From an optimization exercise on the open Yosys and OpenROAD flow, aimed at small area and a short achievable clock period; shortcuts taken in it are not production practice. The RTL was checked by simulation tests, not by an equivalence proof against the original design.

==> flow/design.v, too long to show whole: its modules and the start of the top module <==
// module sht_norm: 37 lines
// module sht_mulf: 17 lines
// module sht_mulq: 308 lines
// module sht_mulh: 108 lines
// module sht_mul51: 135 lines
// module sht_mulr: 305 lines
// module sht_abs: 52 lines
// module sht_addf: 74 lines
// module sht20_codec: 121 lines
module sht20_codec (
    input  wire        clk,
    input  wire        rst,         
    input  wire        in_valid,
    input  wire [2:0]  op,
    input  wire [7:0]  a,
    input  wire [7:0]  b,
    output reg         out_valid,
    output reg         err,
    output reg  [15:0] raw_masked,
    output reg  [31:0] val0,
    output reg  [31:0] val1,
    output reg  [7:0]  ureg_out,
    output wire        otp_dis,
    output wire        htr_en,
    output wire        eob,
    output reg         res_valid,
    output wire [1:0]  res
);
  // ...
==> flow/flow/run.sh <==
#!/bin/bash
# The standard layout (the standard.sh, unchanged synthesis and steps), except that
# the port buffers that global placement inserts on every input and output are plain
# sky130_fd_sc_hd__buf_2 cells instead of the resizer's default pick.
set -euo pipefail
export BUFFER_PORTS_ARGS="-buffer_cell sky130_fd_sc_hd__buf_2"
bash standard.sh > standard.log 2>&1
==> flow/standard.sh <==
#!/bin/bash
# synth_recipe.tcl (not shown) runs the flow's synth.tcl, then flattens the netlist and writes it again
# the make line also repeats each setting of config.mk as NAME=value (left out here)
make -C /OpenROAD-flow-scripts/flow DESIGN_CONFIG=/design/flow/config.mk WORK_HOME=/design/flow/orfs CLKGATE_MAP_FILE= SYNTH_SCRIPT=/design/flow/synth_recipe.tcl "${@:-finish}"
==> flow/config.mk <==
export PLATFORM = sky130hd
export DESIGN_NAME = sht20_codec
export DESIGN_NICKNAME = sht20_codec
export VERILOG_FILES = /design/flow/design.v
export SDC_FILE = /design/flow/constraint.sdc
export NUM_CORES = 4
export LEC_CHECK = 0
export CAP_MARGIN = 20
export CORE_MARGIN = 2
export CORE_UTILIZATION = 65
export CTS_BUF_LIST = sky130_fd_sc_hd__clkbuf_8
export CTS_CLUSTER_DIAMETER = 60
export CTS_CLUSTER_SIZE = 20
export SLEW_MARGIN = 20
==> flow/constraint.sdc <==
create_clock -name core_clock -period 60.0 [get_ports {clk}]
set_input_delay 12.0000 -clock core_clock [delete_from_list [all_inputs] [get_ports {clk}]]
set_output_delay 12.0000 -clock core_clock [all_outputs]
set_load 0.01 [all_outputs]
==> run summary, run 1 <==
Outcome = complete, no violations
Met1 usage = 41.3%
RSZ-0062 raised after global routing = no
Initial drt markers = 2061
Placed Cells = 3397
R2r setup slk = 48790 ps
Total number of vias = 21400
Synth Area in Compound Gates = 14.6%
Final ANT Viol Nets = 0
WHS = 332 ps
Data required time of the worst path = 48000 ps
Skew-Pair Late Insertion Delay = 660 ps
Setup TNS = 0 ps
DRC = 0
Post-synth cell types = 107
Largest register FFs = 37
Bufs and invs on worst path = 1
IO Port Bufs = 115
Final-report hold violation count = 0
Worst r2r src = r1_pay[3]
Post-Route M1 WL = 27.9 mm
Startpoint Class = flip-flop
TritonCTS Buffers = 28
First-pass GRT wire length = 110 mm
Tapcell Cnt = 525
Cells on worst reg2reg path = 36
Vias in the first global route = 21000
Ranking of synthesized cells by area = dfxtp_1 28%, fa_1 11%, ha_1 8.9%, mux2i_1 5.8%, xnor2_1 3.5%
Clock-pin transition on the worst setup and hold timing paths = 110 ps
Crit path max fanout = 1
Drt wl/cell = 19.9 um
Area added between synthesis and finish = 5.45%
Worst path depth = 1
Core Util, Final = 69.8%
Mean Syn Cell Area = 9.20 um^2
==> inputs of run 2 (changes only) <==
--- a/flow/config.mk
+++ b/flow/config.mk
@@ -6,4 +6,5 @@
 export NUM_CORES = 4
 export LEC_CHECK = 0
+export ABC_AREA = 1
 export CAP_MARGIN = 20
 export CORE_MARGIN = 2
==> run 2 against run 1 <==
  * Clock skew up 19 ps
  * First-iteration DRC count down 20%
  * Synthesized cell count up 18%
  * Largest cell class unchanged
  * Die area down 3.7%
  * Cell area down 3.8%
  * Hold slack about the same
  * Cell count up 16%
  * Still clean on timing, DRC and antenna
  * Sequential share of layout area up 1.0 points
  * Global-route usage up 0.56 points
==> run summary, run 2 <==
Outcome = complete, no violations
Most frequent cells in the layout = 771 x nand2_1, 498 x inv_1, 369 x dfxtp_1
# nets final = 3815
Mapped Cells = 3411
Final min period = 13160 ps
GRT overflow = 0
Hold_sp = r4_c[1]
Antenna violations before repair = 0
Syn Std Cell Area = 25500 um^2
Drt wl/cell = 16.9 um (-15%)
Slew @ Worst Pin = 1040 ps
Bufs and invs on worst path = 1 (unchanged)
Max-Cap Viols = 0
Antenna Cells = 0
Sinks on Clock Net = 370
Placed Cells = 3941 (+16%)
Worst path arrival time = 1160 ps
H-tree depth = 1
Die X = 202 um
RD Place Congestion = 0.962
Slowest cell on crit path = dfxtp_1
Clock-pin transition on the worst setup and hold timing paths = 110 ps (about the same)
Final Max Tran Viols = 0
Initial drt markers = 1643 (-20%)
Resized Gates After CTS = 0
Yosys top cell area share = 29.1%
Worst path max stage delay = 350 ps
Commonest non-fill, non-tap cell in the layout = nand2_1
Drt pass-1 iters = 6
Mean Syn Cell Area = 7.47 um^2 (-19%)
IO Pins = 118
Crit path max fanout = 2 (+1)
Largest Register = r1_q
Final Non-Filler Cells = 3987
CTS tree = built
Post-synth cell types = 66 (-38%)
First-pass GRT wire length = 109 mm (-0.36%)
Placed inst area = 26200 um^2
Hold Buf Count CTS = 0
Setup TNS = 0 ps (unchanged)
Full die area = 40800 um^2
Vias in the first global route = 22000 (+4.6%)
CP Cell Sequence = buf_2
Worst r2r src = r0_b[3]
Final-report hold violation count = 0 (unchanged)
Cell taking the most area after synthesis = dfxtp_1
Worst R2R End = r1_q[37]
Final ANT Viol Nets = 0 (unchanged)
Largest register FFs = 37 (unchanged)
Row cnt = 72
Initial Utilization = 65.9%
GRT Overall Usage = 32.9%
Worst-case clock buffer depth = 3
Synth top cells by count = 771 x nand2_1, 498 x inv_1, 370 x dfxtp_1, 364 x nand3_1, 264 x nor2_1
Core footprint = 38600 um^2
Clk root buf = clkbuf_8
Layout Skew = 69.9 ps
Final period utilization = 21.9%
Skew-Pair Late Insertion Delay = 670 ps (about the same)
Pin count of the biggest net entering global routing = 59
Cells on worst reg2reg path = 49 (+36%)
Ranking of synthesized cells by area = dfxtp_1 29%, fa_1 12%, nand2_1 11%, ha_1 9.3%, inv_1 7.3%
Share of layout cells above drive strength 1 = 7.70%
Startpoint Class = flip-flop
Synth async-reset ratio = 0%
Delay-heaviest family, CP = flip-flops
Design Area, Final = 26900 um^2
TritonCTS Buffers = 28 (unchanged)
Area added between synthesis and finish = 5.47% (about the same)
Worst setup margin = 46840 ps
R2r setup slk = 48620 ps (-170 ps)
Total number of vias = 22500 (+5.3%)
Most common cell in the synthesized netlist = nand2_1
Max transition margin = 30.6%
Hold Path End = r5_c[1]
Dpl hpwl = 53.0 mm
Worst Hold Depth = 0
Drt total wl = 67.3 mm
Number of flops mapped to enable cells by yosys = 0
Buffer count from post-CTS setup fixing = 0
Synth Register Bits = 370
Setup CP Type = flip-flop to output port
Sequential area share after synthesis = 29.1%
DRC = 0 (unchanged)
Post-DR vias/cell = 5.64
Worst hold path class = flip-flop to flip-flop
# setup viols final = 0
IO Port Bufs = 115 (unchanged)
Synth warnings = 4
Critical Path Sink Type = output port
Die height = 202 um
Data required time of the worst path = 48000 ps (about the same)
Main synth FF type = dfxtp_1
Max Fclk = 76.0 MHz
RSZ-0062 raised after global routing = no
Pre-CTS setup slack = 47540 ps
## run 2: worst max-delay path by stage
| stage | from | end | slack (ps) | cells after the start |
|---|---|---|---|---|
| after floorplan | ureg_out[0] | ureg_out[0] | 47510 | 1 |
| after global placement | ureg_out[6] | ureg_out[6] | 47570 | 1 |
| after detailed placement | ureg_out[6] | ureg_out[6] | 47540 | 1 |
| after CTS | ureg_out[6] | ureg_out[6] | 46800 | 1 |
| after global routing | ureg_out[6] | ureg_out[6] | 46780 | 1 |
| final | ureg_out[6] | ureg_out[6] | 46840 | 1 |
## run 2: cell type report
type	instances	area [um^2]
flip-flops and latches	370	7410
multi-input cells	2410	15500
inverters	519	1950
clock inverters	15	258
fillers	3204	11800
clock buffers	30	413
well taps	518	648
repair buffers	125	654
## run 2: metal layers
layer	GRT usage, %	part of all wire [%]	wire length (um)
met4	15.3	4.4	2940
met5	0	0	0
met3	3.90	5.5	3700
met2	57.1	49	33000
met1	41.1	41	27700
## run 2: logic make-up (layout without fill, tap and decap cells)
logic type / after synthesis / after routing / synth area share [%]
flip-flops: 370 / 370 / 29.1
other: 1 / 2 / 0.0147
AND/OR/NAND/NOR: 1542 / 1542 / 26.3
AO/OA/AOI/OAI: 407 / 407 / 9.15
XOR/XNOR: 112 / 112 / 4.11
multiplexers: 8 / 8 / 0.329
adder cells (fa/ha/maj): 339 / 339 / 21.1
buffers and inverters: 632 / 689 / 10.0
## run 2: metrics by stage
stage | hold WS (ps) | utilization, %
final | 332 | 69.5
after global routing | 337 | 69.5
after CTS | 334 | 69.5
after detailed placement | 312 | 67.8
after global placement | 310 | 67.8
after floorplan | 310 | -
==> module sht_mulf, before the edit <==
module sht_mulf (
    input  wire [7:0]  e,
    input  wire [22:0] f,
    input  wire [29:0] y,        
    output wire [7:0]  eo,
    output wire [22:0] fo
);
    wire        top = ({1'b1, f} >= 24'd9320676);     
    wire [47:0] p;
    sht_mulr u_r (.m({1'b1, f}), .y(y), .top(top), .p(p));
    wire [23:0] m   = p[47] ? p[47:24] : p[46:23];
    wire        g   = top ? p[23] : p[22];            
    wire        st  = top ? (|f[21:0]) : (|f[20:0]);
    wire        tie = ~g & ~st;
    assign fo = {m[22:1], m[0] & ~tie};
    assign eo = e + {7'd0, p[47]};
endmodule
==> module sht20_codec, before the edit <==
module sht20_codec (
    input  wire        clk,
    input  wire        rst,         
    input  wire        in_valid,
    input  wire [2:0]  op,
    input  wire [7:0]  a,
    input  wire [7:0]  b,
    output reg         out_valid,
    output reg         err,
    output reg  [15:0] raw_masked,
    output reg  [31:0] val0,
    output reg  [31:0] val1,
    output reg  [7:0]  ureg_out,
    output wire        otp_dis,
    output wire        htr_en,
    output wire        eob,
    output reg         res_valid,
    output wire [1:0]  res
);
    assign otp_dis = ureg_out[1];
    assign htr_en  = ureg_out[2];
    assign eob     = ureg_out[6];
    assign res     = {ureg_out[7], ureg_out[0]};
    reg        r0_v;
    reg [2:0]  r0_op;
    reg [7:0]  r0_a, r0_b;
    always @(posedge clk) begin
        r0_v  <= in_valid & ~rst;
        r0_op <= op;
        r0_a  <= a;
        r0_b  <= b;
    end
    wire [13:0] n = {r0_a, r0_b[7:2]};
    wire        is_rh = (r0_op == 3'd1);
    wire        is_u  = (r0_op == 3'd2) | (r0_op == 3'd3) | (r0_op == 3'd4) | (r0_op == 3'd5);
    wire        is_e  = (r0_op == 3'd6) | (r0_op == 3'd7);
    wire [1:0]  cls   = {is_u | is_e, is_rh | is_e};
    reg [7:0] new_ureg;
    always @(*) begin
        case (r0_op)
            3'd3:    new_ureg = (r0_a & 8'h7E) | {r0_b[1], 6'b000000, r0_b[0]};
            3'd4:    new_ureg = (r0_a & 8'hFB) | {5'b00000, r0_b[0], 2'b00};
            3'd5:    new_ureg = (r0_a & 8'hBF) | {1'b0, r0_b[0], 6'b000000};
            default: new_ureg = r0_a;
        endcase
    end
    wire [37:0] q1;
    wire [21:0] h1;
    sht_mulq u_mulq (.n(n), .big(n >= 14'd11935), .q(q1));
    sht_mulh u_mulh (.n(n), .h(h1));
    reg         r1_v;
    reg  [1:0]  r1_c;
    reg  [13:0] r1_pay;                   
    reg  [37:0] r1_q;
    always @(posedge clk) begin
        r1_v   <= r0_v & ~rst;
        r1_c   <= cls;
        r1_pay <= is_u ? {6'd0, new_ureg} : n;
        r1_q   <= is_rh ? {h1, 16'd0} : q1;
    end
    wire [37:0] mag2;
    wire s2 = (r1_c == 2'd1) ? (r1_pay <= 14'd786) : (r1_pay <= 14'd4368);    
    sht_abs u_abs (.q(r1_q), .n(r1_pay), .rh(r1_c == 2'd1), .s(s2), .mag(mag2));
    wire [7:0]  e3;
    wire [22:0] f3;
    sht_norm u_norm (.mag(mag2), .e(e3), .f(f3));
    reg         r3_v;
    reg  [1:0]  r3_c;
    reg  [13:0] r3_pay;
    reg  [31:0] r3_val0;
    always @(posedge clk) begin
        r3_v    <= r1_v & ~rst;
        r3_c    <= r1_c;
        r3_pay  <= r1_pay;
        r3_val0 <= {s2, e3, f3};
    end
    wire [29:0] y4;
    sht_mul51 u_m51 (.m({1'b1, r3_val0[22:0]}), .y(y4));
    reg         r4_v;
    reg  [1:0]  r4_c;
    reg  [13:0] r4_pay;
    reg  [31:0] r4_val0;
    reg  [29:0] r4_y;
    always @(posedge clk) begin
        r4_v    <= r3_v & ~rst;
        r4_c   <= r3_c;
        r4_pay  <= r3_pay;
        r4_val0 <= r3_val0;
        r4_y    <= y4;
    end
    wire [7:0]  e5;
    wire [22:0] f5;
    sht_mulf u_mulf (.e(r4_val0[30:23]), .f(r4_val0[22:0]), .y(r4_y), .eo(e5), .fo(f5));
    reg         r5_v;
    reg  [1:0]  r5_c;
    reg  [13:0] r5_pay;
    reg  [31:0] r5_val0;
    reg  [7:0]  r5_e;
    reg  [22:0] r5_f;
    always @(posedge clk) begin
        r5_v    <= r4_v & ~rst;
        r5_c   <= r4_c;
        r5_pay  <= r4_pay;
        r5_val0 <= r4_val0;
        r5_e    <= e5;
        r5_f    <= f5;
    end
    wire [31:0] fahr;
    sht_addf u_addf (.sd(r5_val0[31]), .sf(r5_pay <= 14'd2710), .e(r5_e), .f(r5_f), .r(fahr));
    wire meas = ~r5_c[1];
    wire u5   = (r5_c == 2'd2);
    always @(posedge clk) begin
        out_valid  <= r5_v & ~rst;
        err        <= (r5_c == 2'd3);
        raw_masked <= meas ? {r5_pay, 2'b00} : 16'd0;
        val0       <= meas ? r5_val0 : 32'd0;
        val1       <= (r5_c == 2'd0) ? fahr : 32'd0;
        ureg_out   <= u5 ? r5_pay[7:0] : 8'd0;
        res_valid  <= u5;
    end
endmodule
==> inputs of run 3 (changes only) <==
--- a/flow/design.v
+++ b/flow/design.v
@@ -46,10 +46,10 @@
     wire [47:0] p;
     sht_mulr u_r (.m({1'b1, f}), .y(y), .top(top), .p(p));
-    wire [23:0] m   = p[47] ? p[47:24] : p[46:23];
+    wire [23:0] m   = top ? p[47:24] : p[46:23];
     wire        g   = top ? p[23] : p[22];            
     wire        st  = top ? (|f[21:0]) : (|f[20:0]);
     wire        tie = ~g & ~st;
     assign fo = {m[22:1], m[0] & ~tie};
-    assign eo = e + {7'd0, p[47]};
+    assign eo = e + {7'd0, top};
 endmodule
 module sht_mulq (
@@ -1128,29 +1128,15 @@
     wire [22:0] f5;
     sht_mulf u_mulf (.e(r4_val0[30:23]), .f(r4_val0[22:0]), .y(r4_y), .eo(e5), .fo(f5));
-    reg         r5_v;
-    reg  [1:0]  r5_c;
-    reg  [13:0] r5_pay;
-    reg  [31:0] r5_val0;
-    reg  [7:0]  r5_e;
-    reg  [22:0] r5_f;
-    always @(posedge clk) begin
-        r5_v    <= r4_v & ~rst;
-        r5_c   <= r4_c;
-        r5_pay  <= r4_pay;
-        r5_val0 <= r4_val0;
-        r5_e    <= e5;
-        r5_f    <= f5;
-    end
     wire [31:0] fahr;
-    sht_addf u_addf (.sd(r5_val0[31]), .sf(r5_pay <= 14'd2710), .e(r5_e), .f(r5_f), .r(fahr));
-    wire meas = ~r5_c[1];
-    wire u5   = (r5_c == 2'd2);
+    sht_addf u_addf (.sd(r4_val0[31]), .sf(r4_pay <= 14'd2710), .e(e5), .f(f5), .r(fahr));
+    wire meas = ~r4_c[1];
+    wire u5   = (r4_c == 2'd2);
     always @(posedge clk) begin
-        out_valid  <= r5_v & ~rst;
-        err        <= (r5_c == 2'd3);
-        raw_masked <= meas ? {r5_pay, 2'b00} : 16'd0;
-        val0       <= meas ? r5_val0 : 32'd0;
-        val1       <= (r5_c == 2'd0) ? fahr : 32'd0;
-        ureg_out   <= u5 ? r5_pay[7:0] : 8'd0;
+        out_valid  <= r4_v & ~rst;
+        err        <= (r4_c == 2'd3);
+        raw_masked <= meas ? {r4_pay, 2'b00} : 16'd0;
+        val0       <= meas ? r4_val0 : 32'd0;
+        val1       <= (r4_c == 2'd0) ? fahr : 32'd0;
+        ureg_out   <= u5 ? r4_pay[7:0] : 8'd0;
         res_valid  <= u5;
     end
==> run 3 against run 2 <==
  * Worst setup slack got worse by 670 ps
  * Hold slack lost 5.3 ps
  * Critical path depth rose by 53
  * Clock skew is 43 ps lower
  * Synthesized area shrank 8.1%
  * Core utilization about the same
  * Global-route usage increased by 2.5 points
  * Die area is 7.9% lower
==> run summary, run 3 <==
Synth Register Bits = 290 (-22%)
Share of layout cells above drive strength 1 = 8.74% (+1.0 points)
Mean Syn Cell Area = 7.39 um^2 (-1.1%)
Critical Path Sink Type = flip-flop
Initial drt markers = 2100 (+28%)
Synth warnings = 4 (unchanged)
Placed Cells = 3654 (-7.3%)
Antenna violations before repair = 0 (unchanged)
Drt total wl = 67.3 mm (about the same)
Dpl hpwl = 53.8 mm (+1.4%)
RD Place Congestion = 0.999 (+3.8%)
Most common cell in the synthesized netlist = nand2_1
RSZ-0062 raised after global routing = no
IO Pins = 118 (unchanged)
Setup CP Type = flip-flop to flip-flop
Syn Std Cell Area = 23400 um^2 (-8.1%)
Final ANT Viol Nets = 0 (unchanged)
Outcome = complete, no violations
Crit path max fanout = 30 (+28)
Cell taking the most area after synthesis = dfxtp_1
Largest register FFs = 37 (unchanged)
Slowest cell on crit path = clkinv_1
Largest Register = r1_q
Layout Skew = 26.4 ps (-43.4 ps)
GRT overflow = 0 (unchanged)
Final period utilization = 23.0% (+1.1 points)
Main synth FF type = dfxtp_1
Drt wl/cell = 18.2 um (+7.7%)
Area added between synthesis and finish = 5.61%
Total number of vias = 21300 (-5.1%)
Vias in the first global route = 21000 (-4.2%)
Max-Cap Viols = 0 (unchanged)
First-pass GRT wire length = 107 mm (-1.7%)
Synth async-reset ratio = 0% (unchanged)
GRT Overall Usage = 35.5% (+2.5 points)
Post-synth cell types = 71 (+7.6%)
TritonCTS Buffers = 26 (-7.1%)
Most frequent cells in the layout = 665 x nand2_1, 536 x inv_1, 289 x dfxtp_1
Final Max Tran Viols = 0 (unchanged)
Drt pass-1 iters = 6 (unchanged)
Worst path arrival time = 14360 ps (+13200 ps)
Startpoint Class = flip-flop
H-tree depth = 1 (unchanged)
Die height = 194 um (-4.0%)
Full die area = 37600 um^2 (-7.9%)
Slew @ Worst Pin = 979 ps (-61.6 ps)
Die X = 194 um (-4.0%)
Worst path max stage delay = 840 ps (+490 ps)
Skew-Pair Late Insertion Delay = 620 ps (-50 ps)
# nets final = 3598 (-5.7%)
Post-DR vias/cell = 5.77 (+2.3%)
Sequential area share after synthesis = 24.8% (-4.3 points)
DRC = 0 (unchanged)
Initial Utilization = 65.9% (-0.081 points)
Worst hold path class = flip-flop to flip-flop
Yosys top cell area share = 24.8% (-4.3 points)
Number of flops mapped to enable cells by yosys = 0 (unchanged)
Sinks on Clock Net = 290 (-22%)
Ranking of synthesized cells by area = dfxtp_1 25%, fa_1 15%, nand2_1 11%, ha_1 9.8%, inv_1 8.6%
Final-report hold violation count = 0 (unchanged)
Data required time of the worst path = 60540 ps (+12540 ps)
# setup viols final = 0 (unchanged)
Final Non-Filler Cells = 3699 (-7.2%)
Max Fclk = 72.3 MHz (-4.8%)
Resized Gates After CTS = 0 (unchanged)
Antenna Cells = 0 (unchanged)
Commonest non-fill, non-tap cell in the layout = nand2_1
Pre-CTS setup slack = 46730 ps (-811 ps)
Fill cells = 2906 (-9.3%)
Setup TNS = 0 ps (unchanged)
Row cnt = 69 (-4.2%)
Buffer count from post-CTS setup fixing = 0 (unchanged)
Worst-case clock buffer depth = 3 (unchanged)
Synth top cells by count = 665 x nand2_1, 535 x inv_1, 290 x dfxtp_1, 240 x nor2_1, 232 x o21ai_0
Pin count of the biggest net entering global routing = 57 (-3.4%)
Clock-pin transition on the worst setup and hold timing paths = 110 ps (about the same)
Mapped Cells = 3170 (-7.1%)
Core Util, Final = 69.6% (about the same)
IO Port Bufs = 115 (unchanged)
Hold Buf Count CTS = 0 (unchanged)
Clk root buf = clkbuf_8
Worst setup margin = 46170 ps (-670 ps)
Max transition margin = 34.0% (+3.4 points)
Core footprint = 35600 um^2 (-8.0%)
CTS tree = built
Final min period = 13830 ps (+670 ps)
==> run 3: cell type report <==
| class | count | area (um^2) | share of cell area [%] |
|---|---|---|---|
| inverter | 563 | 2110 | 8.55 |
| timing repair buffer | 127 | 666 | 2.69 |
| clock inverter | 17 | 215 | 0.870 |
| sequential | 290 | 5810 | 23.5 |
| multi-input combinational | 2213 | 15000 | 60.5 |
| clock buffer | 28 | 385 | 1.56 |
| tap | 461 | 577 | 2.33 |
==> run 3: per-stage QoR <==
| step | instance area, um^2 | hold WS, ps |
|---|---|---|
| detailed placement | 24100 | 312 |
| floorplan | 23400 | 310 |
| finish | 24700 | 327 |
| CTS | 24700 | 329 |
| global placement | 24100 | 311 |
| global route | 24700 | 336 |
==> run 3: layer usage <==
layer	part of all wire, %	vias to the layer above	track usage [%]
met5	0	-	0
met4	5.6	0	17.8
met3	6.7	267	4.37
met2	49	959	62.5
met1	39	9952	42.8
li1	-	10200	-
==> run 3: final timing paths <==
| kind | slack, ps | startpoint | depth (start not counted) | endpoint |
|---|---|---|---|---|
| setup / recovery | 46170 | r4_val0[4] | 54 | val1[26] |
| hold / removal | 330 | r3_c[1] | 0 | r4_c[1] |
| setup reg to reg | 46170 | r4_val0[4] | 54 | val1[26] |
| hold reg to reg | 330 | r3_c[1] | 0 | r4_c[1] |
==> run 3: kinds of logic (layout without fill, tap and decap cells) <==
family / after synthesis / in the layout / share of synthesized area, %
AOI/OAI and AO/OA: 521 / 521 / 12.8
xor gates and xnor gates: 96 / 96 / 3.69
adders and majority gates: 355 / 355 / 24.4
buffers and inverters: 668 / 735 / 11.3
DFF: 290 / 290 / 24.8
muxes: 12 / 12 / 0.523
other: 1 / 2 / 0.0160
and+or+nand+nor: 1227 / 1227 / 22.4
==> run 3: worst max-delay path, delay by kind of cell, from the launching register on <==
kind,cells,cell delay [ps]
buffers and inverters,11,2970
and+or+nand+nor,17,2300
xor gates and xnor gates,1,250
adders and majority gates,13,4950
DFF,1,370
AOI/OAI and AO/OA,12,2860
==> module sht_mulr, before the edit <==
module sht_mulr (
    input  wire [23:0] m,
    input  wire [29:0] y,
    input  wire        top,
    output wire [47:0] p
);
    wire r_1 = ~top;
    wire r_2 = m[0] ^ y[22];
    wire r_3 = m[0] & y[22];
    wire r_4 = m[1] ^ y[23];
    wire r_5 = m[1] & y[23];
    wire r_6 = m[2] ^ y[24];
    wire r_7 = m[2] & y[24];
    wire r_8 = m[3] ^ y[25];
    wire r_9 = m[3] & y[25];
    wire r_10 = m[4] ^ y[26];
    wire r_11 = m[4] & y[26];
    wire r_12 = m[5] ^ y[27];
    wire r_13 = m[5] & y[27];
    wire r_14 = m[6] ^ y[28];
    wire r_15 = m[6] & y[28];
    wire r_16 = m[7] ^ y[29];
    wire r_17 = m[7] & y[29];
    wire r_18 = y[21] ^ y[13];
    wire r_19 = y[21] & y[13];
    wire r_20 = y[14] ^ y[6] ^ top;
    wire r_21 = (y[14] & y[6]) | (y[14] & top) | (y[6] & top);
    wire r_22 = y[15] ^ y[7] ^ r_3;
    wire r_23 = (y[15] & y[7]) | (y[15] & r_3) | (y[7] & r_3);
    wire r_24 = y[16] ^ y[8] ^ r_5;
    wire r_25 = (y[16] & y[8]) | (y[16] & r_5) | (y[8] & r_5);
    wire r_26 = y[17] ^ y[9] ^ r_7;
    wire r_27 = (y[17] & y[9]) | (y[17] & r_7) | (y[9] & r_7);
    wire r_28 = y[18] ^ y[10] ^ r_9;
    wire r_29 = (y[18] & y[10]) | (y[18] & r_9) | (y[10] & r_9);
    wire r_30 = y[19] ^ y[11] ^ r_11;
    wire r_31 = (y[19] & y[11]) | (y[19] & r_11) | (y[11] & r_11);
    wire r_32 = y[20] ^ y[12] ^ r_13;
    wire r_33 = (y[20] & y[12]) | (y[20] & r_13) | (y[12] & r_13);
    wire r_34 = y[21] ^ y[13] ^ r_15;
    wire r_35 = (y[21] & y[13]) | (y[21] & r_15) | (y[13] & r_15);
    wire r_36 = m[8] ^ y[22] ^ y[14];
    wire r_37 = (m[8] & y[22]) | (m[8] & y[14]) | (y[22] & y[14]);
    wire r_38 = m[9] ^ y[23];
    wire r_39 = m[9] & y[23];
    wire r_40 = m[10] ^ y[24];
    wire r_41 = m[10] & y[24];
    wire r_42 = m[11] ^ y[25];
    wire r_43 = m[11] & y[25];
    wire r_44 = m[12] ^ y[26];
    wire r_45 = m[12] & y[26];
    wire r_46 = m[13] ^ y[27];
    wire r_47 = m[13] & y[27];
    wire r_48 = m[14] ^ y[28];
    wire r_49 = m[14] & y[28];
    wire r_50 = m[15] ^ y[29];
    wire r_51 = m[15] & y[29];
    wire r_52 = y[16] ^ y[8];
    wire r_53 = y[16] & y[8];
    wire r_54 = y[17] ^ y[9] ^ y[1];
    wire r_55 = (y[17] & y[9]) | (y[17] & y[1]) | (y[9] & y[1]);
    wire r_56 = y[18] ^ y[10] ^ y[2];
    wire r_57 = (y[18] & y[10]) | (y[18] & y[2]) | (y[10] & y[2]);
    wire r_58 = y[19] ^ y[11] ^ y[3];
    wire r_59 = (y[19] & y[11]) | (y[19] & y[3]) | (y[11] & y[3]);
    wire r_60 = y[20] ^ y[12] ^ y[4];
    wire r_61 = (y[20] & y[12]) | (y[20] & y[4]) | (y[12] & y[4]);
    wire r_62 = y[5] ^ r_1 ^ r_18;
    wire r_63 = (y[5] & r_1) | (y[5] & r_18) | (r_1 & r_18);
    wire r_64 = r_2 ^ r_19 ^ r_20;
    wire r_65 = (r_2 & r_19) | (r_2 & r_20) | (r_19 & r_20);
    wire r_66 = r_4 ^ r_21 ^ r_22;
    wire r_67 = (r_4 & r_21) | (r_4 & r_22) | (r_21 & r_22);
    wire r_68 = r_6 ^ r_23 ^ r_24;
    wire r_69 = (r_6 & r_23) | (r_6 & r_24) | (r_23 & r_24);
    wire r_70 = r_8 ^ r_25 ^ r_26;
    wire r_71 = (r_8 & r_25) | (r_8 & r_26) | (r_25 & r_26);
    wire r_72 = r_10 ^ r_27 ^ r_28;
    wire r_73 = (r_10 & r_27) | (r_10 & r_28) | (r_27 & r_28);
    wire r_74 = r_12 ^ r_29 ^ r_30;
    wire r_75 = (r_12 & r_29) | (r_12 & r_30) | (r_29 & r_30);
    wire r_76 = r_14 ^ r_31 ^ r_32;
    wire r_77 = (r_14 & r_31) | (r_14 & r_32) | (r_31 & r_32);
    wire r_78 = r_16 ^ r_33 ^ r_34;
    wire r_79 = (r_16 & r_33) | (r_16 & r_34) | (r_33 & r_34);
    wire r_80 = r_17 ^ r_35 ^ r_36;
    wire r_81 = (r_17 & r_35) | (r_17 & r_36) | (r_35 & r_36);
    wire r_82 = y[15] ^ r_37 ^ r_38;
    wire r_83 = (y[15] & r_37) | (y[15] & r_38) | (r_37 & r_38);
    wire r_84 = y[16] ^ r_39 ^ r_40;
    wire r_85 = (y[16] & r_39) | (y[16] & r_40) | (r_39 & r_40);
    wire r_86 = y[17] ^ r_41 ^ r_42;
    wire r_87 = (y[17] & r_41) | (y[17] & r_42) | (r_41 & r_42);
    wire r_88 = y[18] ^ r_43 ^ r_44;
    wire r_89 = (y[18] & r_43) | (y[18] & r_44) | (r_43 & r_44);
    wire r_90 = y[19] ^ r_45 ^ r_46;
    wire r_91 = (y[19] & r_45) | (y[19] & r_46) | (r_45 & r_46);
    wire r_92 = y[20] ^ r_47 ^ r_48;
    wire r_93 = (y[20] & r_47) | (y[20] & r_48) | (r_47 & r_48);
    wire r_94 = y[21] ^ r_49 ^ r_50;
    wire r_95 = (y[21] & r_49) | (y[21] & r_50) | (r_49 & r_50);
    wire r_96 = m[16] ^ y[22] ^ r_51;
    wire r_97 = (m[16] & y[22]) | (m[16] & r_51) | (y[22] & r_51);
    wire r_98 = m[17] ^ y[23];
    wire r_99 = m[17] & y[23];
    wire r_100 = m[18] ^ y[24];
    wire r_101 = m[18] & y[24];
    wire r_102 = m[19] ^ y[25];
    wire r_103 = m[19] & y[25];
    wire r_104 = m[20] ^ y[26];
    wire r_105 = m[20] & y[26];
    wire r_106 = m[21] ^ y[27];
    wire r_107 = m[21] & y[27];
    wire r_108 = m[22] ^ y[28];
    wire r_109 = m[22] & y[28];
    wire r_110 = m[23] ^ y[29];
    wire r_111 = m[23] & y[29];
    wire r_112 = y[8] ^ y[0];
    wire r_113 = y[8] & y[0];
    wire r_114 = y[9] ^ y[1] ^ r_113;
    wire r_115 = (y[9] & y[1]) | (y[9] & r_113) | (y[1] & r_113);
    wire r_116 = y[10] ^ y[2] ^ r_115;
    wire r_117 = (y[10] & y[2]) | (y[10] & r_115) | (y[2] & r_115);
    wire r_118 = y[11] ^ y[3] ^ r_117;
    wire r_119 = (y[11] & y[3]) | (y[11] & r_117) | (y[3] & r_117);
    wire r_120 = y[12] ^ y[4] ^ r_119;
    wire r_121 = (y[12] & y[4]) | (y[12] & r_119) | (y[4] & r_119);
    wire r_122 = y[13] ^ y[5] ^ r_121;
    wire r_123 = (y[13] & y[5]) | (y[13] & r_121) | (y[5] & r_121);
    wire r_124 = y[14] ^ y[6] ^ r_123;
    wire r_125 = (y[14] & y[6]) | (y[14] & r_123) | (y[6] & r_123);
    wire r_126 = y[15] ^ y[7] ^ r_125;
    wire r_127 = (y[15] & y[7]) | (y[15] & r_125) | (y[7] & r_125);
    wire r_128 = y[0] ^ r_52 ^ r_127;
    wire r_129 = (y[0] & r_52) | (y[0] & r_127) | (r_52 & r_127);
    wire r_130 = r_53 ^ r_54 ^ r_129;
    wire r_131 = (r_53 & r_54) | (r_53 & r_129) | (r_54 & r_129);
    wire r_132 = r_55 ^ r_56 ^ r_131;
    wire r_133 = (r_55 & r_56) | (r_55 & r_131) | (r_56 & r_131);
    wire r_134 = r_57 ^ r_58 ^ r_133;
    wire r_135 = (r_57 & r_58) | (r_57 & r_133) | (r_58 & r_133);
    wire r_136 = r_59 ^ r_60 ^ r_135;
    wire r_137 = (r_59 & r_60) | (r_59 & r_135) | (r_60 & r_135);
    wire r_138 = r_61 ^ r_62 ^ r_137;
    wire r_139 = (r_61 & r_62) | (r_61 & r_137) | (r_62 & r_137);
    wire r_140 = r_63 ^ r_64 ^ r_139;
    wire r_141 = (r_63 & r_64) | (r_63 & r_139) | (r_64 & r_139);
    wire r_142 = r_65 ^ r_66 ^ r_141;
    wire r_143 = (r_65 & r_66) | (r_65 & r_141) | (r_66 & r_141);
    wire r_144 = r_67 ^ r_68 ^ r_143;
    wire r_145 = (r_67 & r_68) | (r_67 & r_143) | (r_68 & r_143);
    wire r_146 = r_69 ^ r_70 ^ r_145;
    wire r_147 = (r_69 & r_70) | (r_69 & r_145) | (r_70 & r_145);
    wire r_148 = r_71 ^ r_72 ^ r_147;
    wire r_149 = (r_71 & r_72) | (r_71 & r_147) | (r_72 & r_147);
    wire r_150 = r_73 ^ r_74;
    wire r_151 = r_73 & r_74;
    wire r_152 = r_75 ^ r_76 ^ r_151;
    wire r_153 = (r_75 & r_76) | (r_75 & r_151) | (r_76 & r_151);
    wire r_154 = r_77 ^ r_78 ^ r_153;
    wire r_155 = (r_77 & r_78) | (r_77 & r_153) | (r_78 & r_153);
    wire r_156 = r_79 ^ r_80 ^ r_155;
    wire r_157 = (r_79 & r_80) | (r_79 & r_155) | (r_80 & r_155);
    wire r_158 = r_81 ^ r_82 ^ r_157;
    wire r_159 = (r_81 & r_82) | (r_81 & r_157) | (r_82 & r_157);
    wire r_160 = r_83 ^ r_84 ^ r_159;
    wire r_161 = (r_83 & r_84) | (r_83 & r_159) | (r_84 & r_159);
    wire r_162 = r_85 ^ r_86 ^ r_161;
    wire r_163 = (r_85 & r_86) | (r_85 & r_161) | (r_86 & r_161);
    wire r_164 = r_87 ^ r_88 ^ r_163;
    wire r_165 = (r_87 & r_88) | (r_87 & r_163) | (r_88 & r_163);
    wire r_166 = r_89 ^ r_90 ^ r_165;
    wire r_167 = (r_89 & r_90) | (r_89 & r_165) | (r_90 & r_165);
    wire r_168 = r_91 ^ r_92 ^ r_167;
    wire r_169 = (r_91 & r_92) | (r_91 & r_167) | (r_92 & r_167);
    wire r_170 = r_93 ^ r_94 ^ r_169;
    wire r_171 = (r_93 & r_94) | (r_93 & r_169) | (r_94 & r_169);
    wire r_172 = r_95 ^ r_96 ^ r_171;
    wire r_173 = (r_95 & r_96) | (r_95 & r_171) | (r_96 & r_171);
    wire r_174 = r_97 ^ r_98 ^ r_173;
    wire r_175 = (r_97 & r_98) | (r_97 & r_173) | (r_98 & r_173);
    wire r_176 = r_99 ^ r_100 ^ r_175;
    wire r_177 = (r_99 & r_100) | (r_99 & r_175) | (r_100 & r_175);
    wire r_178 = r_101 ^ r_102 ^ r_177;
    wire r_179 = (r_101 & r_102) | (r_101 & r_177) | (r_102 & r_177);
    wire r_180 = r_103 ^ r_104 ^ r_179;
    wire r_181 = (r_103 & r_104) | (r_103 & r_179) | (r_104 & r_179);
    wire r_182 = r_105 ^ r_106 ^ r_181;
    wire r_183 = (r_105 & r_106) | (r_105 & r_181) | (r_106 & r_181);
    wire r_184 = r_107 ^ r_108 ^ r_183;
    wire r_185 = (r_107 & r_108) | (r_107 & r_183) | (r_108 & r_183);
    wire r_186 = r_109 ^ r_110 ^ r_185;
    wire r_187 = (r_109 & r_110) | (r_109 & r_185) | (r_110 & r_185);
    wire r_188 = r_111 ^ r_187;
    wire r_189 = r_111 & r_187;
    wire r_190 = ~(r_73 ^ r_74);
    wire r_191 = r_73 | r_74;
    wire r_192 = r_75 ^ r_76 ^ r_191;
    wire r_193 = (r_75 & r_76) | (r_75 & r_191) | (r_76 & r_191);
    wire r_194 = r_77 ^ r_78 ^ r_193;
    wire r_195 = (r_77 & r_78) | (r_77 & r_193) | (r_78 & r_193);
    wire r_196 = r_79 ^ r_80 ^ r_195;
    wire r_197 = (r_79 & r_80) | (r_79 & r_195) | (r_80 & r_195);
    wire r_198 = r_81 ^ r_82 ^ r_197;
    wire r_199 = (r_81 & r_82) | (r_81 & r_197) | (r_82 & r_197);
    wire r_200 = r_83 ^ r_84 ^ r_199;
    wire r_201 = (r_83 & r_84) | (r_83 & r_199) | (r_84 & r_199);
    wire r_202 = r_85 ^ r_86 ^ r_201;
    wire r_203 = (r_85 & r_86) | (r_85 & r_201) | (r_86 & r_201);
    wire r_204 = r_87 ^ r_88 ^ r_203;
    wire r_205 = (r_87 & r_88) | (r_87 & r_203) | (r_88 & r_203);
    wire r_206 = r_89 ^ r_90 ^ r_205;
    wire r_207 = (r_89 & r_90) | (r_89 & r_205) | (r_90 & r_205);
    wire r_208 = r_91 ^ r_92 ^ r_207;
    wire r_209 = (r_91 & r_92) | (r_91 & r_207) | (r_92 & r_207);
    wire r_210 = r_93 ^ r_94 ^ r_209;
    wire r_211 = (r_93 & r_94) | (r_93 & r_209) | (r_94 & r_209);
    wire r_212 = r_95 ^ r_96 ^ r_211;
    wire r_213 = (r_95 & r_96) | (r_95 & r_211) | (r_96 & r_211);
    wire r_214 = r_97 ^ r_98 ^ r_213;
    wire r_215 = (r_97 & r_98) | (r_97 & r_213) | (r_98 & r_213);
    wire r_216 = r_99 ^ r_100 ^ r_215;
    wire r_217 = (r_99 & r_100) | (r_99 & r_215) | (r_100 & r_215);
    wire r_218 = r_101 ^ r_102 ^ r_217;
    wire r_219 = (r_101 & r_102) | (r_101 & r_217) | (r_102 & r_217);
    wire r_220 = r_103 ^ r_104 ^ r_219;
    wire r_221 = (r_103 & r_104) | (r_103 & r_219) | (r_104 & r_219);
    wire r_222 = r_105 ^ r_106 ^ r_221;
    wire r_223 = (r_105 & r_106) | (r_105 & r_221) | (r_106 & r_221);
    wire r_224 = r_107 ^ r_108 ^ r_223;
    wire r_225 = (r_107 & r_108) | (r_107 & r_223) | (r_108 & r_223);
    wire r_226 = r_109 ^ r_110 ^ r_225;
    wire r_227 = (r_109 & r_110) | (r_109 & r_225) | (r_110 & r_225);
    wire r_228 = r_111 ^ r_227;
    wire r_229 = r_111 & r_227;
    wire r_230 = r_149 ? r_190 : r_150;
    wire r_231 = r_149 ? r_192 : r_152;
    wire r_232 = r_149 ? r_194 : r_154;
    wire r_233 = r_149 ? r_196 : r_156;
    wire r_234 = r_149 ? r_198 : r_158;
    wire r_235 = r_149 ? r_200 : r_160;
    wire r_236 = r_149 ? r_202 : r_162;
    wire r_237 = r_149 ? r_204 : r_164;
    wire r_238 = r_149 ? r_206 : r_166;
    wire r_239 = r_149 ? r_208 : r_168;
    wire r_240 = r_149 ? r_210 : r_170;
    wire r_241 = r_149 ? r_212 : r_172;
    wire r_242 = r_149 ? r_214 : r_174;
    wire r_243 = r_149 ? r_216 : r_176;
    wire r_244 = r_149 ? r_218 : r_178;
    wire r_245 = r_149 ? r_220 : r_180;
    wire r_246 = r_149 ? r_222 : r_182;
    wire r_247 = r_149 ? r_224 : r_184;
    wire r_248 = r_149 ? r_226 : r_186;
    wire r_249 = r_149 ? r_228 : r_188;
    wire r_250 = r_149 ? r_229 : r_189;
    assign p[0] = 1'b0;
    assign p[1] = y[0];
    assign p[2] = y[1];
    assign p[3] = y[2];
    assign p[4] = y[3];
    assign p[5] = y[4];
    assign p[6] = y[5];
    assign p[7] = y[6];
    assign p[8] = y[7];
    assign p[9] = r_112;
    assign p[10] = r_114;
    assign p[11] = r_116;
    assign p[12] = r_118;
    assign p[13] = r_120;
    assign p[14] = r_122;
    assign p[15] = r_124;
    assign p[16] = r_126;
    assign p[17] = r_128;
    assign p[18] = r_130;
    assign p[19] = r_132;
    assign p[20] = r_134;
    assign p[21] = r_136;
    assign p[22] = r_138;
    assign p[23] = r_140;
    assign p[24] = r_142;
    assign p[25] = r_144;
    assign p[26] = r_146;
    assign p[27] = r_148;
    assign p[28] = r_230;
    assign p[29] = r_231;
    assign p[30] = r_232;
    assign p[31] = r_233;
    assign p[32] = r_234;
    assign p[33] = r_235;
    assign p[34] = r_236;
    assign p[35] = r_237;
    assign p[36] = r_238;
    assign p[37] = r_239;
    assign p[38] = r_240;
    assign p[39] = r_241;
    assign p[40] = r_242;
    assign p[41] = r_243;
    assign p[42] = r_244;
    assign p[43] = r_245;
    assign p[44] = r_246;
    assign p[45] = r_247;
    assign p[46] = r_248;
    assign p[47] = r_249;
endmodule
==> inputs of run 4 (changes only) <==
--- a/flow/design.v
+++ b/flow/design.v
@@ -37,11 +37,9 @@
 endmodule
 module sht_mulf (
-    input  wire [7:0]  e,
     input  wire [22:0] f,
     input  wire [29:0] y,        
-    output wire [7:0]  eo,
+    input  wire        top,      
     output wire [22:0] fo
 );
-    wire        top = ({1'b1, f} >= 24'd9320676);     
     wire [47:0] p;
     sht_mulr u_r (.m({1'b1, f}), .y(y), .top(top), .p(p));
@@ -51,5 +49,4 @@
     wire        tie = ~g & ~st;
     assign fo = {m[22:1], m[0] & ~tie};
-    assign eo = e + {7'd0, top};
 endmodule
 module sht_mulq (
@@ -747,6 +744,6 @@
     wire r_136 = r_59 ^ r_60 ^ r_135;
     wire r_137 = (r_59 & r_60) | (r_59 & r_135) | (r_60 & r_135);
-    wire r_138 = r_61 ^ r_62 ^ r_137;
-    wire r_139 = (r_61 & r_62) | (r_61 & r_137) | (r_62 & r_137);
+    wire r_138 = r_61 ^ r_62;
+    wire r_139 = r_61 & r_62;
     wire r_140 = r_63 ^ r_64 ^ r_139;
     wire r_141 = (r_63 & r_64) | (r_63 & r_139) | (r_64 & r_139);
@@ -759,6 +756,6 @@
     wire r_148 = r_71 ^ r_72 ^ r_147;
     wire r_149 = (r_71 & r_72) | (r_71 & r_147) | (r_72 & r_147);
-    wire r_150 = r_73 ^ r_74;
-    wire r_151 = r_73 & r_74;
+    wire r_150 = r_73 ^ r_74 ^ r_149;
+    wire r_151 = (r_73 & r_74) | (r_73 & r_149) | (r_74 & r_149);
     wire r_152 = r_75 ^ r_76 ^ r_151;
     wire r_153 = (r_75 & r_76) | (r_75 & r_151) | (r_76 & r_151);
@@ -773,46 +770,46 @@
     wire r_162 = r_85 ^ r_86 ^ r_161;
     wire r_163 = (r_85 & r_86) | (r_85 & r_161) | (r_86 & r_161);
-    wire r_164 = r_87 ^ r_88 ^ r_163;
-    wire r_165 = (r_87 & r_88) | (r_87 & r_163) | (r_88 & r_163);
-    wire r_166 = r_89 ^ r_90 ^ r_165;
-    wire r_167 = (r_89 & r_90) | (r_89 & r_165) | (r_90 & r_165);
-    wire r_168 = r_91 ^ r_92 ^ r_167;
-    wire r_169 = (r_91 & r_92) | (r_91 & r_167) | (r_92 & r_167);
-    wire r_170 = r_93 ^ r_94 ^ r_169;
-    wire r_171 = (r_93 & r_94) | (r_93 & r_169) | (r_94 & r_169);
-    wire r_172 = r_95 ^ r_96 ^ r_171;
-    wire r_173 = (r_95 & r_96) | (r_95 & r_171) | (r_96 & r_171);
-    wire r_174 = r_97 ^ r_98 ^ r_173;
-    wire r_175 = (r_97 & r_98) | (r_97 & r_173) | (r_98 & r_173);
-    wire r_176 = r_99 ^ r_100 ^ r_175;
-    wire r_177 = (r_99 & r_100) | (r_99 & r_175) | (r_100 & r_175);
-    wire r_178 = r_101 ^ r_102 ^ r_177;
-    wire r_179 = (r_101 & r_102) | (r_101 & r_177) | (r_102 & r_177);
-    wire r_180 = r_103 ^ r_104 ^ r_179;
-    wire r_181 = (r_103 & r_104) | (r_103 & r_179) | (r_104 & r_179);
-    wire r_182 = r_105 ^ r_106 ^ r_181;
-    wire r_183 = (r_105 & r_106) | (r_105 & r_181) | (r_106 & r_181);
-    wire r_184 = r_107 ^ r_108 ^ r_183;
-    wire r_185 = (r_107 & r_108) | (r_107 & r_183) | (r_108 & r_183);
-    wire r_186 = r_109 ^ r_110 ^ r_185;
-    wire r_187 = (r_109 & r_110) | (r_109 & r_185) | (r_110 & r_185);
-    wire r_188 = r_111 ^ r_187;
-    wire r_189 = r_111 & r_187;
-    wire r_190 = ~(r_73 ^ r_74);
-    wire r_191 = r_73 | r_74;
-    wire r_192 = r_75 ^ r_76 ^ r_191;
-    wire r_193 = (r_75 & r_76) | (r_75 & r_191) | (r_76 & r_191);
-    wire r_194 = r_77 ^ r_78 ^ r_193;
-    wire r_195 = (r_77 & r_78) | (r_77 & r_193) | (r_78 & r_193);
-    wire r_196 = r_79 ^ r_80 ^ r_195;
-    wire r_197 = (r_79 & r_80) | (r_79 & r_195) | (r_80 & r_195);
-    wire r_198 = r_81 ^ r_82 ^ r_197;
-    wire r_199 = (r_81 & r_82) | (r_81 & r_197) | (r_82 & r_197);
-    wire r_200 = r_83 ^ r_84 ^ r_199;
-    wire r_201 = (r_83 & r_84) | (r_83 & r_199) | (r_84 & r_199);
-    wire r_202 = r_85 ^ r_86 ^ r_201;
-    wire r_203 = (r_85 & r_86) | (r_85 & r_201) | (r_86 & r_201);
-    wire r_204 = r_87 ^ r_88 ^ r_203;
-    wire r_205 = (r_87 & r_88) | (r_87 & r_203) | (r_88 & r_203);
+    wire r_164 = ~(r_61 ^ r_62);
+    wire r_165 = r_61 | r_62;
+    wire r_166 = r_63 ^ r_64 ^ r_165;
+    wire r_167 = (r_63 & r_64) | (r_63 & r_165) | (r_64 & r_165);
+    wire r_168 = r_65 ^ r_66 ^ r_167;
+    wire r_169 = (r_65 & r_66) | (r_65 & r_167) | (r_66 & r_167);
+    wire r_170 = r_67 ^ r_68 ^ r_169;
+    wire r_171 = (r_67 & r_68) | (r_67 & r_169) | (r_68 & r_169);
+    wire r_172 = r_69 ^ r_70 ^ r_171;
+    wire r_173 = (r_69 & r_70) | (r_69 & r_171) | (r_70 & r_171);
+    wire r_174 = r_71 ^ r_72 ^ r_173;
+    wire r_175 = (r_71 & r_72) | (r_71 & r_173) | (r_72 & r_173);
+    wire r_176 = r_73 ^ r_74 ^ r_175;
+    wire r_177 = (r_73 & r_74) | (r_73 & r_175) | (r_74 & r_175);
+    wire r_178 = r_75 ^ r_76 ^ r_177;
+    wire r_179 = (r_75 & r_76) | (r_75 & r_177) | (r_76 & r_177);
+    wire r_180 = r_77 ^ r_78 ^ r_179;
+    wire r_181 = (r_77 & r_78) | (r_77 & r_179) | (r_78 & r_179);
+    wire r_182 = r_79 ^ r_80 ^ r_181;
+    wire r_183 = (r_79 & r_80) | (r_79 & r_181) | (r_80 & r_181);
+    wire r_184 = r_81 ^ r_82 ^ r_183;
+    wire r_185 = (r_81 & r_82) | (r_81 & r_183) | (r_82 & r_183);
+    wire r_186 = r_83 ^ r_84 ^ r_185;
+    wire r_187 = (r_83 & r_84) | (r_83 & r_185) | (r_84 & r_185);
+    wire r_188 = r_85 ^ r_86 ^ r_187;
+    wire r_189 = (r_85 & r_86) | (r_85 & r_187) | (r_86 & r_187);
+    wire r_190 = r_137 ? r_164 : r_138;
+    wire r_191 = r_137 ? r_166 : r_140;
+    wire r_192 = r_137 ? r_168 : r_142;
+    wire r_193 = r_137 ? r_170 : r_144;
+    wire r_194 = r_137 ? r_172 : r_146;
+    wire r_195 = r_137 ? r_174 : r_148;
+    wire r_196 = r_137 ? r_176 : r_150;
+    wire r_197 = r_137 ? r_178 : r_152;
+    wire r_198 = r_137 ? r_180 : r_154;
+    wire r_199 = r_137 ? r_182 : r_156;
+    wire r_200 = r_137 ? r_184 : r_158;
+    wire r_201 = r_137 ? r_186 : r_160;
+    wire r_202 = r_137 ? r_188 : r_162;
+    wire r_203 = r_137 ? r_189 : r_163;
+    wire r_204 = r_87 ^ r_88;
+    wire r_205 = r_87 & r_88;
     wire r_206 = r_89 ^ r_90 ^ r_205;
     wire r_207 = (r_89 & r_90) | (r_89 & r_205) | (r_90 & r_205);
@@ -839,25 +836,44 @@
     wire r_228 = r_111 ^ r_227;
     wire r_229 = r_111 & r_227;
-    wire r_230 = r_149 ? r_190 : r_150;
-    wire r_231 = r_149 ? r_192 : r_152;
-    wire r_232 = r_149 ? r_194 : r_154;
-    wire r_233 = r_149 ? r_196 : r_156;
-    wire r_234 = r_149 ? r_198 : r_158;
-    wire r_235 = r_149 ? r_200 : r_160;
-    wire r_236 = r_149 ? r_202 : r_162;
-    wire r_237 = r_149 ? r_204 : r_164;
-    wire r_238 = r_149 ? r_206 : r_166;
-    wire r_239 = r_149 ? r_208 : r_168;
-    wire r_240 = r_149 ? r_210 : r_170;
-    wire r_241 = r_149 ? r_212 : r_172;
-    wire r_242 = r_149 ? r_214 : r_174;
-    wire r_243 = r_149 ? r_216 : r_176;
-    wire r_244 = r_149 ? r_218 : r_178;
-    wire r_245 = r_149 ? r_220 : r_180;
-    wire r_246 = r_149 ? r_222 : r_182;
-    wire r_247 = r_149 ? r_224 : r_184;
-    wire r_248 = r_149 ? r_226 : r_186;
-    wire r_249 = r_149 ? r_228 : r_188;
-    wire r_250 = r_149 ? r_229 : r_189;
+    wire r_230 = ~(r_87 ^ r_88);
+    wire r_231 = r_87 | r_88;
+    wire r_232 = r_89 ^ r_90 ^ r_231;
+    wire r_233 = (r_89 & r_90) | (r_89 & r_231) | (r_90 & r_231);
+    wire r_234 = r_91 ^ r_92 ^ r_233;
+    wire r_235 = (r_91 & r_92) | (r_91 & r_233) | (r_92 & r_233);
+    wire r_236 = r_93 ^ r_94 ^ r_235;
+    wire r_237 = (r_93 & r_94) | (r_93 & r_235) | (r_94 & r_235);
+    wire r_238 = r_95 ^ r_96 ^ r_237;
+    wire r_239 = (r_95 & r_96) | (r_95 & r_237) | (r_96 & r_237);
+    wire r_240 = r_97 ^ r_98 ^ r_239;
+    wire r_241 = (r_97 & r_98) | (r_97 & r_239) | (r_98 & r_239);
+    wire r_242 = r_99 ^ r_100 ^ r_241;
+    wire r_243 = (r_99 & r_100) | (r_99 & r_241) | (r_100 & r_241);
+    wire r_244 = r_101 ^ r_102 ^ r_243;
+    wire r_245 = (r_101 & r_102) | (r_101 & r_243) | (r_102 & r_243);
+    wire r_246 = r_103 ^ r_104 ^ r_245;
+    wire r_247 = (r_103 & r_104) | (r_103 & r_245) | (r_104 & r_245);
+    wire r_248 = r_105 ^ r_106 ^ r_247;
+    wire r_249 = (r_105 & r_106) | (r_105 & r_247) | (r_106 & r_247);
+    wire r_250 = r_107 ^ r_108 ^ r_249;
+    wire r_251 = (r_107 & r_108) | (r_107 & r_249) | (r_108 & r_249);
+    wire r_252 = r_109 ^ r_110 ^ r_251;
+    wire r_253 = (r_109 & r_110) | (r_109 & r_251) | (r_110 & r_251);
+    wire r_254 = r_111 ^ r_253;
+    wire r_255 = r_111 & r_253;
+    wire r_256 = r_203 ? r_230 : r_204;
+    wire r_257 = r_203 ? r_232 : r_206;
+    wire r_258 = r_203 ? r_234 : r_208;
+    wire r_259 = r_203 ? r_236 : r_210;
+    wire r_260 = r_203 ? r_238 : r_212;
+    wire r_261 = r_203 ? r_240 : r_214;
+    wire r_262 = r_203 ? r_242 : r_216;
+    wire r_263 = r_203 ? r_244 : r_218;
+    wire r_264 = r_203 ? r_246 : r_220;
+    wire r_265 = r_203 ? r_248 : r_222;
+    wire r_266 = r_203 ? r_250 : r_224;
+    wire r_267 = r_203 ? r_252 : r_226;
+    wire r_268 = r_203 ? r_254 : r_228;
+    wire r_269 = r_203 ? r_255 : r_229;
     assign p[0] = 1'b0;
     assign p[1] = y[0];
@@ -882,30 +898,30 @@
     assign p[20] = r_134;
     assign p[21] = r_136;
-    assign p[22] = r_138;
-    assign p[23] = r_140;
-    assign p[24] = r_142;
-    assign p[25] = r_144;
-    assign p[26] = r_146;
-    assign p[27] = r_148;
-    assign p[28] = r_230;
-    assign p[29] = r_231;
-    assign p[30] = r_232;
-    assign p[31] = r_233;
-    assign p[32] = r_234;
-    assign p[33] = r_235;
-    assign p[34] = r_236;
-    assign p[35] = r_237;
-    assign p[36] = r_238;
-    assign p[37] = r_239;
-    assign p[38] = r_240;
-    assign p[39] = r_241;
-    assign p[40] = r_242;
-    assign p[41] = r_243;
-    assign p[42] = r_244;
-    assign p[43] = r_245;
-    assign p[44] = r_246;
-    assign p[45] = r_247;
-    assign p[46] = r_248;
-    assign p[47] = r_249;
+    assign p[22] = r_190;
+    assign p[23] = r_191;
+    assign p[24] = r_192;
+    assign p[25] = r_193;
+    assign p[26] = r_194;
+    assign p[27] = r_195;
+    assign p[28] = r_196;
+    assign p[29] = r_197;
+    assign p[30] = r_198;
+    assign p[31] = r_199;
+    assign p[32] = r_200;
+    assign p[33] = r_201;
+    assign p[34] = r_202;
+    assign p[35] = r_256;
+    assign p[36] = r_257;
+    assign p[37] = r_258;
+    assign p[38] = r_259;
+    assign p[39] = r_260;
+    assign p[40] = r_261;
+    assign p[41] = r_262;
+    assign p[42] = r_263;
+    assign p[43] = r_264;
+    assign p[44] = r_265;
+    assign p[45] = r_266;
+    assign p[46] = r_267;
+    assign p[47] = r_268;
 endmodule
 module sht_abs (
@@ -1118,5 +1134,10 @@
     reg  [31:0] r4_val0;
     reg  [29:0] r4_y;
+    reg         r4_top;                   
+    reg  [7:0]  r4_ed;                    
+    wire        top4 = ({1'b1, r3_val0[22:0]} >= 24'd9320676);
     always @(posedge clk) begin
+        r4_top  <= top4;
+        r4_ed   <= r3_val0[30:23] + {7'd0, top4};
         r4_v    <= r3_v & ~rst;
         r4_c   <= r3_c;
@@ -1127,5 +1148,6 @@
     wire [7:0]  e5;
     wire [22:0] f5;
-    sht_mulf u_mulf (.e(r4_val0[30:23]), .f(r4_val0[22:0]), .y(r4_y), .eo(e5), .fo(f5));
+    sht_mulf u_mulf (.f(r4_val0[22:0]), .y(r4_y), .top(r4_top), .fo(f5));
+    assign e5 = r4_ed;
     wire [31:0] fahr;
     sht_addf u_addf (.sd(r4_val0[31]), .sf(r4_pay <= 14'd2710), .e(e5), .f(f5), .r(fahr));
==> run 4 against run 3 <==
  * Still clean on timing, DRC and antenna
  * Via count rose by 3.5%
  * Wire length fell by 2.9%
  * Critical path depth decreased by 53
  * Global-route usage decreased by 1.7 points
  * Worst setup slack better by 650 ps
  * Clock skew shrank 2.7 ps
  * Die area up 4.5%
  * Synthesized area is 4.6% higher
  * Flip-flop and latch count grew 9
  * Largest cell class unchanged
==> run summary, run 4 <==
Synth top cells by count = 703 x nand2_1, 546 x inv_1, 299 x dfxtp_1, 282 x nand3_1, 244 x nor2_1
Clk root buf = clkbuf_8
Adder-cell share of the synthesized area = 24.0% (-0.42 points)
DRC = 0 (unchanged)
Delay-heaviest family, CP = flip-flops
Slowest cell on crit path = dfxtp_1
Synth Register Bits = 299 (+3.1%)
Worst hold path class = flip-flop to flip-flop
Max Fclk = 75.9 MHz (+5.0%)
Worst Setup SP = ureg_out[2]
Layout Skew = 23.8 ps (-2.67 ps)
Core Util, Final = 69.3% (-0.23 points)
Mean Syn Cell Area = 7.34 um^2 (-0.64%)
Post-synthesis mux area share = 0.419% (-0.10 points)
Full die area = 39300 um^2 (+4.5%)
First-pass GRT wire length = 106 mm (-1.1%)
Drt total wl = 65.3 mm (-2.9%)
Flip-flop and latch area = 5990 um^2 (+3.1%)
Xor-xnor portion of the synthesized cell area = 3.61% (-0.080 points)
WHS = 330 ps (+3.18 ps)
Yosys top cell area share = 24.4% (-0.35 points)
Row cnt = 71 (+2.9%)
Most frequent cells in the layout = 702 x nand2_1, 547 x inv_1, 298 x dfxtp_1
Max transition margin = 42.6% (+8.6 points)
Design Area, Final = 25900 um^2 (+4.8%)
Ranking of synthesized cells by area = dfxtp_1 24%, fa_1 13%, nand2_1 11%, ha_1 11%, inv_1 8.4%
# setup viols final = 0 (unchanged)
Synth Area in Compound Gates = 11.4% (-1.4 points)
Dpl hpwl = 52.3 mm (-2.7%)
Fill cells = 3203 (+10%)
Largest register FFs = 37 (unchanged)
Mapped Cells = 3337 (+5.3%)
Initial drt markers = 1527 (-27%)
Final ANT Viol Nets = 0 (unchanged)
Commonest non-fill, non-tap cell in the layout = nand2_1
Pin count of the biggest net entering global routing = 56 (-1.8%)
Worst-case clock buffer depth = 3 (unchanged)
Synth async-reset ratio = 0% (unchanged)
Drt wl/cell = 16.7 um (-8.1%)
Post-synth cell types = 72 (+1.4%)
Data required time of the worst path = 48000 ps (-12540 ps)
Skew-Pair Late Insertion Delay = 670 ps (+50 ps)
RD Place Congestion = 0.949 (-5.0%)
GRT Overall Usage = 33.7% (-1.7 points)
RSZ-0062 raised after global routing = no
IO Port Bufs = 115 (unchanged)
Hold_sp = r3_pay[11]
Resized Gates After CTS = 0 (unchanged)
Sinks on Clock Net = 299 (+3.1%)
Number of flops mapped to enable cells by yosys = 0 (unchanged)
Final Non-Filler Cells = 3910 (+5.7%)
Syn Std Cell Area = 24500 um^2 (+4.6%)
Slew @ Worst Pin = 858 ps (-121 ps)
Main synth FF type = dfxtp_1
Final min period = 13170 ps (-653 ps)
Final Max Tran Viols = 0 (unchanged)
Footprint of the multi-input gates = 15800 um^2 (+5.6%)
Post-DR vias/cell = 5.65 (-2.1%)
Buffer count from post-CTS setup fixing = 0 (unchanged)
Most common cell in the synthesized netlist = nand2_1
Largest family of logic cells by synthesized area = simple AND/OR/NAND/NOR gates
Synth warnings = 4 (unchanged)
Total number of vias = 22100 (+3.5%)
Hold Buf Count CTS = 0 (unchanged)
Setup CP Type = flip-flop to output port
Crit path max fanout = 2 (-93%)
Final period utilization = 22.0% (-1.1 points)
# nets final = 3774 (+4.9%)
Setup TNS = 0 ps (unchanged)
Worst path arrival time = 1170 ps (-13190 ps)
H-tree depth = 1 (unchanged)
Vias in the first global route = 21800 (+3.5%)
Bufs and invs on worst path = 1 (-10)
Worst r2r src = r0_b[3]
Final-report hold violation count = 0 (unchanged)
Worst setup margin = 46830 ps (+653 ps)
Largest Register = r1_q
Antenna violations before repair = 0 (unchanged)
Startpoint Class = flip-flop
Initial Utilization = 65.5% (-0.35 points)
Sequential area share after synthesis = 24.4% (-0.35 points)
Worst path max stage delay = 360 ps (-480 ps)
Core footprint = 37400 um^2 (+5.1%)
CP Cell Sequence = buf_2
TritonCTS Buffers = 28 (+7.7%)
CTS tree = built
Outcome = complete, no violations
Die height = 198 um (+2.2%)
Die X = 198 um (+2.2%)
Pre-CTS setup slack = 47540 ps (+811 ps)
IO Pins = 118 (unchanged)
Drt pass-1 iters = 8 (+2)
Clock-pin transition on the worst setup and hold timing paths = 120 ps (about the same)
Placed Cells = 3861 (+5.7%)
Max-Cap Viols = 0 (unchanged)
Cell taking the most area after synthesis = dfxtp_1
GRT overflow = 0 (unchanged)
Antenna Cells = 0 (unchanged)
Area added between synthesis and finish = 5.83%
Simple-Gate Fraction of Synth Area = 25.0% (+2.6 points)
Share of layout cells above drive strength 1 = 8.47% (-0.27 points)
Placed inst area = 25200 um^2 (+4.5%)
Critical Path Sink Type = output port
==> run 4: changes by cell type in the layout (fill, tap and decap cells not counted), moves of 8 or more <==
cell     change
nand3_1    +102
nand2_1     +37
o21ai_1     -30
ha_1        +24
a21oi_1     +20
inv_1       +11
o21ai_0     -11
a31oi_1     +10
inv_2       -10
nand2_2     +10
dfxtp_1      +9
nand2_4      +9
or2_2        -8
==> run 4: cell type report <==
type                    count  share of cell area (%)
clock buffers              30                    1.59
clock inverters            19                    1.13
inverters                 561                    8.12
multi-input cells        2362                    61.0
flip-flops and latches    299                    23.1
well taps                 511                    2.47
repair buffers            128                    2.60
==> run 4: final timing paths <==
path            endpoint  slack [ps]  cells after the start
max          ureg_out[2]       46830                      1
min reg2reg   r4_pay[11]         330                      0
max reg2reg     r1_q[37]       48570                     49
min           r4_pay[11]         330                      0
==> run 4: worst reg2reg max path, delay by kind of cell, from the launching register on <==
| kind | cells | cell delay, ps |
|---|---|---|
| compound gates | 8 | 1120 |
| fa+ha+maj | 20 | 7160 |
| buf+inv | 8 | 550 |
| flops | 1 | 870 |
| simple gates | 13 | 1620 |
==> run 4: cell families (layout without fill, tap and decap cells) <==
kind of cell	after synthesis	count (layout)
buffers and inverters	677	738
other	1	2
adders and majority gates	372	372
xor gates and xnor gates	97	97
and+or+nand+nor	1392	1392
DFF	299	299
muxes	10	10
AOI/OAI and AO/OA	489	489
==> run 4: metal layers <==
metal	up-vias	global-route usage (%)	wire length, um	part of all wire [%]
met5	-	0	0	0
li1	10700	-	-	-
met2	769	60.8	32500	50
met3	196	3.92	3830	5.9
met1	10400	40.4	26100	40
met4	0	14.8	2880	4.4

separate check: timing with driven ports:
No port has a modelled driver above. Below, the same layouts with a new extraction and two added sets of constraints.
Step 1 sets driving cells, clkbuf_16 on the clock port and buf_2 on the other inputs (assumed; they add their load-dependent delay and slew).
Step 2, shift: input delay + t, output delay - t, t = (earliest + latest rising clock arrival at the registers) / 2. This alone moves slack from input paths to output paths.
Slacks: ideal ports / drivers / drivers and shift; pairs: ideal ports / drivers.
| run | shift t [ns] | setup WS [ns] | worst setup path after step 2 | worst data-port slew with drivers (ns) | cell pins on the clock port's net |
|---|---|---|---|---|---|
| run 1 | 0.691 | 46.871 / 46.818 / 47.509 | register to output | 0.04 | 1 |
| run 2 | 0.686 | 46.844 / 46.792 / 47.479 | register to output | 0.03 | 1 |
| run 3 | 0.663 | 46.175 / 46.175 / 46.175 | register to register | 0.03 | 1 |
| run 4 | 0.717 | 46.828 / 46.771 / 47.488 | register to output | 0.04 | 1 |
After both steps setup and hold are still met in every run listed.
